This design comes from an exercise in tuning for small area, a short achievable clock period and few clock cycles per item on the open sky130 flow, not from production work.
At most, simulation tests tie the RTL to the original design; equivalence was not proved.

==> inputs of wip/indigo <==
Design map_unit, start of the top module:
module map_unit (
    input  wire        clk,
    input  wire        rst,
    input  wire        in_valid,
    output wire        in_ready,
    input  wire [15:0] isize,     
    input  wire [15:0] osize,     
    output reg         out_valid,
    output reg  [15:0] out_idx,
    output reg  [15:0] out_fnum,
    output reg         out_last,
    output reg         out_err
);
    localparam [1:0] S_IDLE = 2'd0,
                     S_MUL  = 2'd1,
                     S_DIV  = 2'd2;
    reg  [1:0]  state;
    reg  [15:0] in_r, out_r;
    reg  [15:0] o;             
    reg  [31:0] dividend;      
    reg  [16:0] rem;
    reg  [5:0]  cnt;
    assign in_ready = (state == S_IDLE);
    wire [16:0] trial = {rem[15:0], dividend[31]};
    wire        take  = (trial >= {1'b0, out_r});
    wire [16:0] rem_n = take ? (trial - {1'b0, out_r}) : trial;
    wire [31:0] quot  = {dividend[30:0], take};
    always @(posedge clk) begin
  ...
==> module map_unit, before the edit <==
module map_unit (
    input  wire        clk,
    input  wire        rst,
    input  wire        in_valid,
    output wire        in_ready,
    input  wire [15:0] isize,     
    input  wire [15:0] osize,     
    output reg         out_valid,
    output reg  [15:0] out_idx,
    output reg  [15:0] out_fnum,
    output reg         out_last,
    output reg         out_err
);
    localparam [1:0] S_IDLE = 2'd0,
                     S_MUL  = 2'd1,
                     S_DIV  = 2'd2;
    reg  [1:0]  state;
    reg  [15:0] in_r, out_r;
    reg  [15:0] o;             
    reg  [31:0] dividend;      
    reg  [16:0] rem;
    reg  [5:0]  cnt;
    assign in_ready = (state == S_IDLE);
    wire [16:0] trial = {rem[15:0], dividend[31]};
    wire        take  = (trial >= {1'b0, out_r});
    wire [16:0] rem_n = take ? (trial - {1'b0, out_r}) : trial;
    wire [31:0] quot  = {dividend[30:0], take};
    always @(posedge clk) begin
        if (rst) begin
            state     <= S_IDLE;
            out_valid <= 1'b0;
            out_idx   <= 16'd0;
            out_fnum  <= 16'd0;
            out_last  <= 1'b0;
            out_err   <= 1'b0;
        end else begin
            out_valid <= 1'b0;
            case (state)
                S_IDLE: begin
                    if (in_valid) begin
                        in_r  <= isize;
                        out_r <= osize;
                        o     <= 16'd0;
                        if (isize == 16'd0 || osize == 16'd0) begin
                            out_valid <= 1'b1;
                            out_idx   <= 16'd0;
                            out_fnum  <= 16'd0;
                            out_last  <= 1'b1;
                            out_err   <= 1'b1;
                        end else begin
                            state <= S_MUL;
                        end
                    end
                end
                S_MUL: begin
                    dividend <= o * in_r;
                    rem      <= 17'd0;
                    cnt      <= 6'd32;
                    state    <= S_DIV;
                end
                S_DIV: begin
                    rem      <= rem_n;
                    dividend <= quot;
                    cnt      <= cnt - 6'd1;
                    if (cnt == 6'd1) begin
                        out_valid <= 1'b1;
                        out_idx   <= quot[15:0];
                        out_fnum  <= rem_n[15:0];
                        out_last  <= (o == out_r - 16'd1);
                        out_err   <= 1'b0;
                        if (o == out_r - 16'd1) begin
                            state <= S_IDLE;
                        end else begin
                            o     <= o + 16'd1;
                            state <= S_MUL;
                        end
                    end
                end
                default: state <= S_IDLE;
            endcase
        end
    end
endmodule
export LEC_CHECK = 0
export CAP_MARGIN = 20
export CORE_MARGIN = 2
export CORE_UTILIZATION = 40
export SLEW_MARGIN = 20
create_clock -name core_clock -period 10.0 [get_ports {clk}]
run.sh (not shown) runs the stock make flow with config.mk's settings and CLKGATE_MAP_FILE= SYNTH_SCRIPT=/design/flow/synth_recipe.tcl, a recipe that flattens the netlist after the stock synthesis.
==> inputs of wip/xenon, as changes to wip/indigo <==
==> flow/design.v (replaced) <==
module map_unit (
    input  wire        clk,
    input  wire        rst,
    input  wire        in_valid,
    output reg         in_ready,
    input  wire [15:0] isize,     
    input  wire [15:0] osize,     
    output reg         out_valid,
    output reg  [15:0] out_idx,
    output reg  [15:0] out_fnum,
    output reg         out_last,
    output reg         out_err
);
    reg         busy;           
    reg         div;            
    reg         p2;             
    reg         dvl, dvh;       
    reg         b;              
    reg  [15:0] q;              
    reg  [15:0] r;              
    reg  [15:0] nd;             
    reg  [15:0] cnt;            
    wire [16:0] x   = {dvh ? out_fnum[15:8] : {1'b0, out_fnum[15:9]},
                       dvl ? {out_fnum[7:0], b} : out_fnum[8:0]};
    wire [17:0] t   = {1'b0, x} + {2'b01, nd} + 18'd1;    
    wire        c   = t[17];                              
    wire [15:0] s   = out_fnum + r;
    wire [15:0] z   = {dvh ? x[15:8] : s[15:8], dvl ? x[7:0] : s[7:0]};
    wire [15:0] fn  = c ? t[15:0] : z;
    wire [15:0] ix0 = out_idx + q;
    wire [15:0] ix1 = ix0 + 16'd1;
    wire [15:0] ix  = c ? ix1 : ix0;           
    wire [15:0] above;                         
    assign above[15] = 1'b0;
    genvar k;
    generate
        for (k = 14; k >= 0; k = k - 1) begin : g_above
            assign above[k] = above[k+1] | r[k+1];
        end
    endgenerate
    wire [15:0] ptr = r & ~above;
    wire        bn  = |(q & {1'b0, ptr[15:1]});      
    wire        div_done = ~|r[15:1];
    wire        last_next = (cnt == 16'd2);
    wire        in_zero = (isize == 16'd0) || (osize == 16'd0);
    wire        in_last = in_zero || (osize[15:1] == 15'd0);
    always @(posedge clk) begin
        if (rst) begin
            busy      <= 1'b0;
            in_ready  <= 1'b1;
            div       <= 1'b0;
            p2        <= 1'b0;
            dvl       <= 1'b0;
            dvh       <= 1'b0;
            out_valid <= 1'b0;
        end else if (!busy) begin
            out_valid <= in_valid;
            busy      <= in_valid;
            in_ready  <= ~in_valid;
            div       <= 1'b1;
            p2        <= 1'b0;
            dvl       <= 1'b1;
            dvh       <= 1'b1;
        end else if (div) begin
            out_valid <= div_done & ~out_last;
            if (out_last) begin
                busy     <= 1'b0;
                in_ready <= 1'b1;
                div      <= 1'b0;
                dvl      <= 1'b0;
                dvh      <= 1'b0;
            end else if (div_done) begin
                div      <= 1'b0;
                p2       <= ~last_next;
                dvl      <= ~last_next;
                dvh      <= ~last_next;
                busy     <= ~last_next;
                in_ready <= last_next;
            end
        end else begin
            out_valid <= 1'b1;
            p2        <= 1'b0;
            dvl       <= 1'b0;
            dvh       <= 1'b0;
            busy      <= ~last_next;
            in_ready  <= last_next;
        end
    end
    integer i;
    always @(posedge clk) begin
        if (!busy) begin
            out_idx  <= 16'd0;
            out_fnum <= 16'd0;
            out_last <= in_last;
            out_err  <= in_zero;
            b        <= 1'b1;              
            q        <= isize;
            r        <= isize;
            nd       <= ~osize;
            cnt      <= osize;
        end else if (div) begin
            for (i = 0; i < 16; i = i + 1)
                if (ptr[i]) begin
                    q[i]       <= c;
                    out_idx[i] <= c;
                end
            b        <= bn;
            r        <= div_done ? nd : {1'b0, r[15:1]};
            out_fnum <= fn;
            if (div_done) begin
                out_last <= last_next;
                cnt      <= cnt - 16'd1;
            end
        end else begin
            out_idx  <= ix;
            out_fnum <= fn;
            out_last <= last_next;
            cnt      <= cnt - 16'd1;
            if (p2) begin
                r  <= out_fnum;
                nd <= s;
            end
        end
    end
endmodule
==> flow/flow/run.sh (new file) <==
#!/bin/bash
set -euo pipefail
MARGIN=7.5
BUFCELL=sky130_fd_sc_hd__buf_2
sed -e 's/ SETUP_SLACK_MARGIN=[0-9.]*//' \
    -e "s/\"\${@:-finish}\"/SETUP_SLACK_MARGIN=$MARGIN BUFFER_PORTS_ARGS='-buffer_cell $BUFCELL' &/" \
    standard.sh > standard_margin.sh
bash standard_margin.sh > standard.log 2>&1
==> flow/standard.sh (new file) <==
#!/bin/bash
# synth_recipe.tcl (not shown) runs the flow's synth.tcl, then flattens the netlist and writes it again
# the make line also repeats each setting of config.mk as NAME=value (left out here)
make -C /OpenROAD-flow-scripts/flow DESIGN_CONFIG=/design/flow/config.mk WORK_HOME=/design/flow/orfs CLKGATE_MAP_FILE= SYNTH_SCRIPT=/design/flow/synth_recipe.tcl "${@:-finish}"
removed: flow/run.sh
==> out/results.tsv <==
metric	value	unit
final_cell_mix	inv_1 (258), nand2_1 (232), fa_1 (195), ha_1 (127), and2_1 (126)	
max_freq	0.1445	GHz
routedWlPerCell	17.40	um
clock_cell_area_share	3.560	%
nFlopsAndLatches	139	
top_register	dividend	
skew	0.01403	ns
groute.layer.met3.usage	2.776	%
insertion_delay	0.44	ns
status	no timing/DRC/antenna violations	
period_share	69.21	%
die_h	200.6	um
path_max_fanout	23	
[end of results for wip/indigo]
==> out/results.tsv <==
metric	value	unit
status	no timing/DRC/antenna violations	
final_cell_mix	buf_4 (102), nor2_1 (80), nand2_1 (74), a21oi_1 (66), edfxtp_1 (66)	
insertion_delay	0.36	ns
max_freq	0.3212	GHz
clock_cell_area_share	2.996	%
die_h	142.9	um
period_share	31.13	%
nFlopsAndLatches	105	
routedWlPerCell	20.27	um
[end of results for wip/xenon]
Testbench counts of wip/xenon, summed over its fixed seeds: cycles 12,028, items 10,186.
The RTL of wip/indigo was laid out without a check of its function.

## separate check: timing with driven ports
The results above use ideal ports. As a check the final layouts listed here were re-extracted and re-timed, cells and wires unchanged.
Step 1 sets driving cells, clkbuf_16 on the clock port and buf_2 on the other inputs (assumed; they add their load-dependent delay and slew).
Step 2, shift: input delay + t, output delay - t, t = (earliest + latest rising clock arrival at the registers) / 2. This alone moves slack from input paths to output paths.
Slacks: no drivers / after step 1 / after step 2; pairs: no drivers / after step 1.
run	t (ns)	slack for setup (ns)	worst hold slack (ns)	clock arrival spread, ns	worst register clock-pin slew, ns
wip/indigo	0.482	3.079 / 3.079 / 3.079	0.443 / 0.443 / 0.443	0.014 / 0.014	0.08 / 0.08
wip/xenon	0.397	6.887 / 6.887 / 6.866	0.481 / 0.481 / 0.481	0.010 / 0.009	0.08 / 0.08
After both steps setup and hold are still met in every run listed. For wip/xenon, which loses most, drivers alone change the setup slack by 0.000 ns; drivers and shift together by -0.021 ns.
